This design comes from an exercise in tuning for small area, a short achievable clock period and few clock cycles per item on the open sky130 flow, not from production work.
The RTL was checked by simulation tests, not by an equivalence proof against the original design.

### flow/design.v
module phaser_lfo (
    input  wire [15:0] phase,
    input  wire [1:0]  wave,    
    output reg  signed [17:0] b
);
    function [16:0] sin_q;
        input [6:0] n;
        begin
            case (n)
            7'd0: sin_q = 17'd0;
            7'd1: sin_q = 17'd804;
            7'd2: sin_q = 17'd1608;
            7'd3: sin_q = 17'd2411;
            7'd4: sin_q = 17'd3212;
            7'd5: sin_q = 17'd4011;
            7'd6: sin_q = 17'd4808;
            7'd7: sin_q = 17'd5602;
            7'd8: sin_q = 17'd6393;
            7'd9: sin_q = 17'd7180;
            7'd10: sin_q = 17'd7962;
            7'd11: sin_q = 17'd8740;
            7'd12: sin_q = 17'd9512;
            7'd13: sin_q = 17'd10279;
            7'd14: sin_q = 17'd11039;
            7'd15: sin_q = 17'd11793;
            7'd16: sin_q = 17'd12540;
            7'd17: sin_q = 17'd13279;
            7'd18: sin_q = 17'd14010;
            7'd19: sin_q = 17'd14733;
            7'd20: sin_q = 17'd15447;
            7'd21: sin_q = 17'd16151;
            7'd22: sin_q = 17'd16846;
            7'd23: sin_q = 17'd17531;
            7'd24: sin_q = 17'd18205;
            7'd25: sin_q = 17'd18868;
            7'd26: sin_q = 17'd19520;
            7'd27: sin_q = 17'd20160;
            7'd28: sin_q = 17'd20788;
            7'd29: sin_q = 17'd21403;
            7'd30: sin_q = 17'd22006;
            7'd31: sin_q = 17'd22595;
            7'd32: sin_q = 17'd23170;
            7'd33: sin_q = 17'd23732;
            7'd34: sin_q = 17'd24279;
            7'd35: sin_q = 17'd24812;
            7'd36: sin_q = 17'd25330;
            7'd37: sin_q = 17'd25833;
            7'd38: sin_q = 17'd26320;
            7'd39: sin_q = 17'd26791;
            7'd40: sin_q = 17'd27246;
            7'd41: sin_q = 17'd27684;
            7'd42: sin_q = 17'd28106;
            7'd43: sin_q = 17'd28511;
            7'd44: sin_q = 17'd28899;
            7'd45: sin_q = 17'd29269;
            7'd46: sin_q = 17'd29622;
            7'd47: sin_q = 17'd29957;
            7'd48: sin_q = 17'd30274;
            7'd49: sin_q = 17'd30572;
            7'd50: sin_q = 17'd30853;
            7'd51: sin_q = 17'd31114;
            7'd52: sin_q = 17'd31357;
            7'd53: sin_q = 17'd31581;
            7'd54: sin_q = 17'd31786;
            7'd55: sin_q = 17'd31972;
            7'd56: sin_q = 17'd32138;
            7'd57: sin_q = 17'd32286;
            7'd58: sin_q = 17'd32413;
            7'd59: sin_q = 17'd32522;
            7'd60: sin_q = 17'd32610;
            7'd61: sin_q = 17'd32679;
            7'd62: sin_q = 17'd32729;
            7'd63: sin_q = 17'd32758;
            7'd64: sin_q = 17'd32768;
            default: sin_q = 17'd32768;
            endcase
        end
    endfunction
    wire [1:0]  quadrant = phase[15:14];
    wire [5:0]  j        = phase[13:8];
    wire [16:0] sin_fwd  = sin_q({1'b0, j});
    wire [16:0] sin_bwd  = sin_q(7'd64 - {1'b0, j});
    wire signed [17:0] p_s = {2'b00, phase};
    always @(*) begin
        case (wave)
            2'd0: begin
                case (quadrant)
                    2'd0: b =  $signed({1'b0, sin_fwd});
                    2'd1: b =  $signed({1'b0, sin_bwd});
                    2'd2: b = -$signed({1'b0, sin_fwd});
                    default: b = -$signed({1'b0, sin_bwd});
                endcase
            end
            2'd1: begin
                if (phase < 16'h4000)      b = p_s <<< 1;
                else if (phase < 16'hC000) b = 18'sd65536 - (p_s <<< 1);
                else                       b = (p_s <<< 1) - 18'sd131072;
            end
            2'd2: begin
                if (phase < 16'h8000) b = p_s;
                else                  b = p_s - 18'sd65536;
            end
            default: begin
                if (phase < 16'h8000) b = -p_s;
                else                  b = 18'sd65536 - p_s;
            end
        endcase
    end
endmodule
module phaser_core (
    input  wire        clk,
    input  wire        rst,
    input  wire        cfg_we,
    input  wire [2:0]  cfg_addr,
    input  wire [15:0] cfg_data,
    input  wire        s_valid,
    output wire        s_ready,
    input  wire        s_ch,
    input  wire [15:0] s_x,
    output reg         o_valid,
    output reg  [15:0] o_y
);
    localparam signed [23:0] ONE   = 24'sd1048576;    
    localparam signed [23:0] THIRD = 24'sd349525;     
    localparam signed [23:0] MIX   = 24'sd741343;     
    localparam signed [23:0] TH0   = 24'sd6863;       
    localparam [4:0] S_IDLE = 5'd0,  S_LFO  = 5'd1,  S_MOD  = 5'd2,  S_TH   = 5'd3,
                     S_TH2  = 5'd4,  S_TH3  = 5'd5,  S_TT   = 5'd6,  S_DIV  = 5'd7,
                     S_DEND = 5'd8,  S_G2   = 5'd9,  S_G3   = 5'd10, S_G4   = 5'd11,
                     S_KG   = 5'd12, S_SN0  = 5'd13, S_SN1  = 5'd14, S_SN2  = 5'd15,
                     S_SN3  = 5'd16, S_KSN  = 5'd17, S_U    = 5'd18, S_CY   = 5'd19,
                     S_CS   = 5'd20, S_MIXD = 5'd21, S_MIXW = 5'd22;
    function signed [23:0] sat24;
        input signed [47:0] v;
        begin
            if (v > 48'sd8388607)       sat24 = 24'sd8388607;
            else if (v < -48'sd8388608) sat24 = -24'sd8388608;
            else                        sat24 = v[23:0];
        end
    endfunction
    function signed [23:0] add24;
        input signed [23:0] a;
        input signed [23:0] b;
        begin
            add24 = sat24({{24{a[23]}}, a} + {{24{b[23]}}, b});
        end
    endfunction
    function signed [23:0] sub24;
        input signed [23:0] a;
        input signed [23:0] b;
        begin
            sub24 = sat24({{24{a[23]}}, a} - {{24{b[23]}}, b});
        end
    endfunction
    reg [15:0] p_inc;
    reg [15:0] p_depth;
    reg [15:0] p_inten;
    reg [1:0]  p_wave;
    reg        p_quad;
    reg        p_fbsw;
    reg [15:0]        phase [0:1];
    reg signed [23:0] st    [0:7];      
    reg [4:0]         state;
    reg [1:0]         stg;
    reg               ch;
    reg signed [23:0] x;
    reg signed [17:0] bq;
    reg signed [23:0] m;
    reg signed [23:0] th;
    reg signed [23:0] th2;
    reg signed [23:0] d [0:3];
    reg signed [23:0] g2, g3, g4;
    reg signed [23:0] alpha;
    reg signed [23:0] acc;
    reg signed [23:0] u;
    reg signed [23:0] y;
    reg        dsel;                 
    reg [20:0] dq;
    reg [21:0] drem;
    reg [21:0] dden;
    reg [4:0]  dcnt;
    assign s_ready = (state == S_IDLE);
    wire signed [23:0] depth20 = {3'b000, p_depth, 5'b00000};
    wire signed [23:0] k20     = {3'b000, p_inten, 5'b00000};
    wire signed [23:0] b20     = {bq[17], bq, 5'b00000};
    wire signed [23:0] fac     = add24(ONE, m >>> 1);
    wire signed [23:0] th_i    = TH0 <<< stg;
    wire [2:0] sidx = {stg, ch};
    wire [15:0] phase_next = phase[ch] + p_inc;
    wire [15:0] phase_rd   = p_quad ? (phase_next + 16'h4000) : phase_next;
    wire signed [17:0] lfo_b;
    phaser_lfo u_lfo (
        .phase (phase_rd),
        .wave  (p_wave),
        .b     (lfo_b)
    );
    reg  signed [23:0] mul_a;
    reg  signed [23:0] mul_b;
    wire signed [47:0] mul_full = mul_a * mul_b;
    wire signed [23:0] mul_p    = sat24(mul_full >>> 20);
    always @(*) begin
        mul_a = 24'sd0;
        mul_b = 24'sd0;
        case (state)
            S_MOD:  begin mul_a = depth20; mul_b = b20;          end
            S_TH:   begin mul_a = th_i;    mul_b = fac;          end
            S_TH2:  begin mul_a = th;      mul_b = th;           end
            S_TH3:  begin mul_a = th2;     mul_b = th;           end
            S_TT:   begin mul_a = th2;     mul_b = THIRD;        end
            S_G2:   begin mul_a = d[2];    mul_b = d[3];         end
            S_G3:   begin mul_a = d[1];    mul_b = g2;           end
            S_G4:   begin mul_a = d[0];    mul_b = g3;           end
            S_KG:   begin mul_a = k20;     mul_b = g4;           end
            S_SN0:  begin mul_a = g3;      mul_b = st[{2'd0, ch}]; end
            S_SN1:  begin mul_a = g2;      mul_b = st[{2'd1, ch}]; end
            S_SN2:  begin mul_a = d[3];    mul_b = st[{2'd2, ch}]; end
            S_KSN:  begin mul_a = k20;     mul_b = acc;          end
            S_U:    begin mul_a = alpha;   mul_b = acc;          end
            S_CY:   begin mul_a = d[stg];  mul_b = u;            end
            S_CS:   begin mul_a = d[stg];  mul_b = y;            end
            S_MIXD: begin mul_a = MIX;     mul_b = x;            end
            S_MIXW: begin mul_a = MIX;     mul_b = u;            end
            default: ;
        endcase
    end
    wire signed [23:0] t_val   = add24(th, mul_p);
    wire signed [23:0] t_num   = sub24(ONE, t_val);
    wire signed [23:0] t_den   = add24(ONE, t_val);
    wire signed [23:0] a_den   = add24(ONE, mul_p);
    wire [21:0] drem2 = {drem[20:0], 1'b0};
    wire signed [23:0] out_w   = add24(acc, mul_p);
    wire signed [18:0] out_s   = out_w[23:5];
    wire [15:0]        out_sat = (out_s > 19'sd32767)  ? 16'h7fff :
                                 (out_s < -19'sd32768) ? 16'h8000 : out_s[15:0];
    integer k;
    always @(posedge clk) begin
        if (rst) begin
            state    <= S_IDLE;
            o_valid  <= 1'b0;
            o_y      <= 16'd0;
            p_inc    <= 16'd0;
            p_depth  <= 16'd0;
            p_inten  <= 16'd0;
            p_wave   <= 2'd0;
            p_quad   <= 1'b0;
            p_fbsw   <= 1'b0;
            phase[0] <= 16'd0;
            phase[1] <= 16'd0;
            for (k = 0; k < 8; k = k + 1)
                st[k] <= 24'sd0;
        end else begin
            o_valid <= 1'b0;
            if (cfg_we) begin
                case (cfg_addr)
                    3'd0: p_inc   <= cfg_data;
                    3'd1: p_depth <= (cfg_data > 16'h8000) ? 16'h8000 : cfg_data;
                    3'd2: p_inten <= (cfg_data > 16'h8000) ? 16'h8000 : cfg_data;
                    3'd3: begin
                        p_wave <= cfg_data[1:0];
                        p_quad <= cfg_data[2];
                        p_fbsw <= cfg_data[3];
                    end
                    default: ;
                endcase
            end
            case (state)
                S_IDLE: begin
                    if (s_valid) begin
                        ch    <= s_ch;
                        x     <= {{3{s_x[15]}}, s_x, 5'b00000};
                        state <= S_LFO;
                    end
                end
                S_LFO: begin
                    phase[ch] <= phase_next;
                    bq        <= lfo_b;
                    state     <= S_MOD;
                end
                S_MOD: begin
                    m     <= mul_p;
                    stg   <= 2'd0;
                    state <= S_TH;
                end
                S_TH: begin
                    th    <= mul_p;
                    state <= S_TH2;
                end
                S_TH2: begin
                    th2   <= mul_p;
                    state <= S_TH3;
                end
                S_TH3: begin
                    th2   <= mul_p;
                    state <= S_TT;
                end
                S_TT: begin
                    dsel  <= 1'b0;
                    dden  <= t_den[21:0];
                    drem  <= t_num[21:0];
                    dq    <= 21'd0;
                    dcnt  <= 5'd20;
                    state <= S_DIV;
                end
                S_DIV: begin
                    if (drem2 >= dden) begin
                        drem <= drem2 - dden;
                        dq   <= {dq[19:0], 1'b1};
                    end else begin
                        drem <= drem2;
                        dq   <= {dq[19:0], 1'b0};
                    end
                    dcnt <= dcnt - 5'd1;
                    if (dcnt == 5'd1)
                        state <= S_DEND;
                end
                S_DEND: begin
                    if (!dsel) begin
                        d[stg] <= -$signed({3'b000, dq});
                        if (stg == 2'd3) begin
                            state <= S_G2;
                        end else begin
                            stg   <= stg + 2'd1;
                            state <= S_TH;
                        end
                    end else begin
                        alpha <= $signed({3'b000, dq});
                        state <= S_SN0;
                    end
                end
                S_G2: begin
                    g2    <= mul_p;
                    state <= S_G3;
                end
                S_G3: begin
                    g3    <= mul_p;
                    state <= S_G4;
                end
                S_G4: begin
                    g4    <= mul_p;
                    state <= S_KG;
                end
                S_KG: begin
                    dsel <= 1'b1;
                    dden <= a_den[21:0];
                    if (a_den[21:0] == 22'h100000) begin
                        drem <= 22'd0;
                        dq   <= 21'd1;
                    end else begin
                        drem <= 22'h100000;
                        dq   <= 21'd0;
                    end
                    dcnt  <= 5'd20;
                    state <= S_DIV;
                end
                S_SN0: begin
                    acc   <= mul_p;
                    state <= S_SN1;
                end
                S_SN1: begin
                    acc   <= add24(acc, mul_p);
                    state <= p_fbsw ? S_KSN : S_SN2;
                end
                S_SN2: begin
                    acc   <= add24(acc, mul_p);
                    state <= S_SN3;
                end
                S_SN3: begin
                    acc   <= add24(acc, st[{2'd3, ch}]);
                    state <= S_KSN;
                end
                S_KSN: begin
                    acc   <= add24(x, mul_p);
                    state <= S_U;
                end
                S_U: begin
                    u     <= mul_p;
                    stg   <= 2'd0;
                    state <= S_CY;
                end
                S_CY: begin
                    y     <= add24(st[sidx], mul_p);
                    state <= S_CS;
                end
                S_CS: begin
                    st[sidx] <= sub24(u, mul_p);
                    u        <= y;
                    if (stg == 2'd3) begin
                        state <= S_MIXD;
                    end else begin
                        stg   <= stg + 2'd1;
                        state <= S_CY;
                    end
                end
                S_MIXD: begin
                    acc   <= mul_p;
                    state <= S_MIXW;
                end
                S_MIXW: begin
                    o_y     <= out_sat;
                    o_valid <= 1'b1;
                    state   <= S_IDLE;
                end
                default: state <= S_IDLE;
            endcase
        end
    end
endmodule
### flow/run.sh
#!/bin/bash
# synth_recipe.tcl (not shown) runs the flow's synth.tcl, then flattens the netlist and writes it again
# the make line also repeats each setting of config.mk as NAME=value (left out here)
make -C /OpenROAD-flow-scripts/flow DESIGN_CONFIG=/design/flow/config.mk WORK_HOME=/design/flow/orfs CLKGATE_MAP_FILE= SYNTH_SCRIPT=/design/flow/synth_recipe.tcl finish
### flow/constraint.sdc
create_clock -name core_clock -period 25.0 [get_ports {clk}]
set_input_delay 5.0000 -clock core_clock [delete_from_list [all_inputs] [get_ports {clk}]]
set_output_delay 5.0000 -clock core_clock [all_outputs]
set_load 0.01 [all_outputs]
### flow/config.mk
export PLATFORM = sky130hd
export DESIGN_NAME = phaser_core
export DESIGN_NICKNAME = phaser_core
export VERILOG_FILES = /design/flow/design.v
export SDC_FILE = /design/flow/constraint.sdc
export NUM_CORES = 4
export LEC_CHECK = 0
export CAP_MARGIN = 20
export CORE_MARGIN = 2
export CORE_UTILIZATION = 40
export PLACE_DENSITY = 0.6
export SLEW_MARGIN = 20
==> flow_summary.json <==
{
  "status": "timing/DRC/antenna clean",
  "path_class": "flop to flop",
  "initial_utilization_pct": 40.4,
  "core_mm2": 0.174,
  "tightest_slew_ps": 1140,
  "setup_violations": 0,
  "cts_hold_buf": 0,
  "finalNetCount": 8408,
  "grt_util_all_layers_pct": 31.1,
  "whs_ps": 463,
  "dp_hpwl_mm": 212,
  "final.min_clock_period_ps": 19990,
  "yosysUniqueCellTypes": 110,
  "async_flop_share_pct": 0,
  "portBuffers": 57,
  "rsz0062_at_grt": "false",
  "ctsRootBufferMaster": "clkbuf_16",
  "cts_max_path_buffers": 3,
  "firstDrtPassIters": 6,
  "syn_inst": 7486,
  "cts.sinks": 740,
  "placed_area_mm2": 0.0741,
  "gp_congestion": 1.00,
  "clock_latency_ps": 720,
  "place_inst": 9639,
  "fill_cells": 16800,
  "drt_wl_total_mm": 283,
  "finalMaxSlewViolations": 0,
  "crit_cells": 54,
  "arrival_ps": 20540,
  "finalHoldViolations": 0,
  "fmax_ghz": 0.0500,
  "clk_pin_slew_ps": 60,
  "ios": 58,
  "grt_start_max_net_pins": 54,
  "routed_via_density": 6.27,
  "syn_area_mm2": 0.0704,
  "synth_nets": 8491,
  "path_buf_inv": 11,
  "fin_util_pct": 44.2,
  "crit_path_end_kind": "flop",
  "ff2ff_path_depth": 54,
  "syn2layout_area_growth_pct": 9.52,
  "cp_max_fo": 34,
  "relSlewSlack_pct": 23.9,
  "worst_setup_path_start_kind": "flop",
  "die_y_um": 423,
  "die_area_mm2": 0.179,
  "hold_depth": 2,
  "cts_tree": "built",
  "grt_overflow": 0,
  "post-cts-setup-buffer-count": 0,
  "cts_made_buffers": 86,
  "layout-drive-gt1-share_pct": 7.99,
  "reg2reg_slack_ps": 5010,
  "stdcell_area_mm2": 0.0771,
  "drc": 0,
  "fin_cells": 9814,
  "num_vias": 61500,
  "grt_pass1_vias": 59500,
  "wl_per_cell_um": 28.9,
  "setup_slack_ps": 5010,
  "synth_common_cells": "nand2_1 (947), inv_1 (851), nor2_1 (684), edfxtp_1 (663), fa_1 (615)",
  "crit_family": "simple AND/OR/NAND/NOR gates",
  "pre_cts_slack_ps": 5680,
  "cts_resized": 0,
  "hold_class": "flop to flop",
  "synth-seq-area-share_pct": 30.5,
  "skew_ps": 42.8,
  "grt_antenna_before_repair": 18,
  "netlist.top_cell.by_area": "edfxtp_1",
  "synth.area.top_cells": "edfxtp_1 (28%), fa_1 (17%), ha_1 (6.2%)",
  "maxCapViolCount": 0,
  "chipWidth_um": 423,
  "synth_ff_type": "edfxtp_1",
  "cpPeakStageDelay_ps": 910,
  "cp.required_ps": 25560,
  "crit_slowest_cell": "dfxtp_1",
  "synth-edff-count": 663,
  "postSynthAreaPerCell_um2": 9.40,
  "ys_ff_latch": 740,
  "ant_nets": 0,
  "synth_most_common_cell": "nand2_1",
  "grt_pass1_wl_mm": 413,
  "setup-tns-final_ps": 0,
  "drtIter0Drc": 8171,
  "synth_top_area_share_pct": 28.3,
  "cts-htree-levels": 3,
  "ys_warn_count": 2,
  "period_share_pct": 79.9,
  "row_count": 153
}
-- worst paths after layout --
check	from	endpoint
max	state[0]	drem[20]
min	p_inc[0]	p_inc[0]
max reg2reg	state[0]	drem[20]
min reg2reg	p_inc[0]	p_inc[0]
-- cell usage in the layout, fill, tap and decap left out, types with 24 or more instances in the layout --
cell | synthesis | layout
nor2_1 | 684 | 672
dfxtp_1 | 77 | 75
buf_4 | 1 | 175
clkdlybuf4s50_1 | 0 | 56
o221ai_1 | 27 | 27
and2_1 | 111 | 107
xor2_1 | 67 | 67
o21bai_1 | 37 | 37
nor2b_1 | 70 | 69
o31ai_1 | 40 | 38
nand2_1 | 947 | 947
o21a_1 | 40 | 40
ha_1 | 350 | 350
a221o_1 | 28 | 28
nand4_1 | 57 | 57
and3_1 | 46 | 46
clkbuf_16 | 0 | 88
o21ai_0 | 277 | 270
a222oi_1 | 24 | 24
inv_1 | 851 | 851
mux2i_1 | 71 | 71
xnor2_1 | 161 | 159
nand3_1 | 156 | 147
mux2_2 | 48 | 48
a211oi_1 | 53 | 52
nor3_1 | 144 | 123
nand2b_1 | 55 | 55
o211ai_1 | 50 | 50
a21oi_1 | 378 | 375
or3_1 | 38 | 38
edfxtp_1 | 663 | 663
fa_1 | 615 | 615
mux4_2 | 75 | 75
a221oi_1 | 106 | 106
nor4_1 | 39 | 35
a21o_1 | 91 | 89
o22ai_1 | 26 | 26
a22oi_1 | 133 | 133
a31oi_1 | 43 | 42
-- worst register-to-register path: cells and delay by family (launching register included) --
kind | cells | cell delay (ps)
AND/OR/NAND/NOR | 14 | 6320
flip-flops | 1 | 910
AO/OA/AOI/OAI | 19 | 5590
buffers and inverters | 11 | 2620
adder cells (fa/ha/maj) | 10 | 4430
-- sequential cells by signal (all words and copies together) (netlist names), 16 cells and up, named ones only --
name	flops
y	24
u	24
g3	24
th	24
drem	21
g2	24
p_inc	16
p_inten	16
o_y	16
d	96
acc	24
bq	18
m	23
th2	24
g4	24
dq	21
phase	32
alpha	21
st	192
dden	22
x	16
p_depth	16
-- final cells by class --
cell class / instances / area [um2] / area share, %
multi-input cells: 5482 / 44600 / 57.8
flip-flops and latches: 740 / 21500 / 27.8
inverters: 859 / 3220 / 4.18
well taps: 2325 / 2910 / 3.77
clock buffers: 110 / 2350 / 3.04
repair buffers: 234 / 1910 / 2.48
clock inverters: 51 / 637 / 0.826
diodes: 13 / 32.5 / 0.0422
-- cells by family (layout without fill, tap and decap cells) --
group,count (synthesis),count (layout),synth area share (%)
AOI/OAI and AO/OA,1613,1613,15.8
and+or+nand+nor,2474,2474,16.0
other,0,13,0
muxes,195,195,4.19
adders and majority gates,968,968,23.8
buffers and inverters,1264,1254,6.83
DFF,740,740,30.5
xor gates and xnor gates,232,232,2.96
-- layer usage --
layer  up-vias  global-route usage, %  share of wire [%]
met1     30700                   42.4                 39
met5         -                      0              0.033
met3       666                   8.29                 12
li1      26100                      -                  -
met2      3981                   46.1                 43
met4        14                   14.4                5.4
Testbench counts, summed over its fixed seeds: cycles 230,008, items 1,600.

==> what the ideal ports hide <==
Ports are ideal in the flow. The routed layout listed here was re-timed in OpenROAD. Step 1 (the two cells are an assumption about what drives the block):
set clk [get_ports {clk}]
set_driving_cell -lib_cell sky130_fd_sc_hd__clkbuf_16 $clk
set_driving_cell -lib_cell sky130_fd_sc_hd__buf_2 [delete_from_list [all_inputs] $clk]
Step 2, shift: input delay + t, output delay - t, t = (earliest + latest rising clock arrival at the registers) / 2. This alone moves slack from input paths to output paths. Slacks: ideal / step 1 / step 2; pairs: ideal / step 1.
t, ns: 0.780
setup slack, ns: 5.015 / 5.015 / 5.015
hold slack, ns: 0.463 / 0.463 / 0.463
slew at the worst register clock pin (ns): 0.08 / 0.08
cell pins on the clock port's net: 1
After both steps this run still meets setup and hold. For this run, drivers alone change the setup slack by 0.000 ns; drivers and shift together by 0.000 ns.
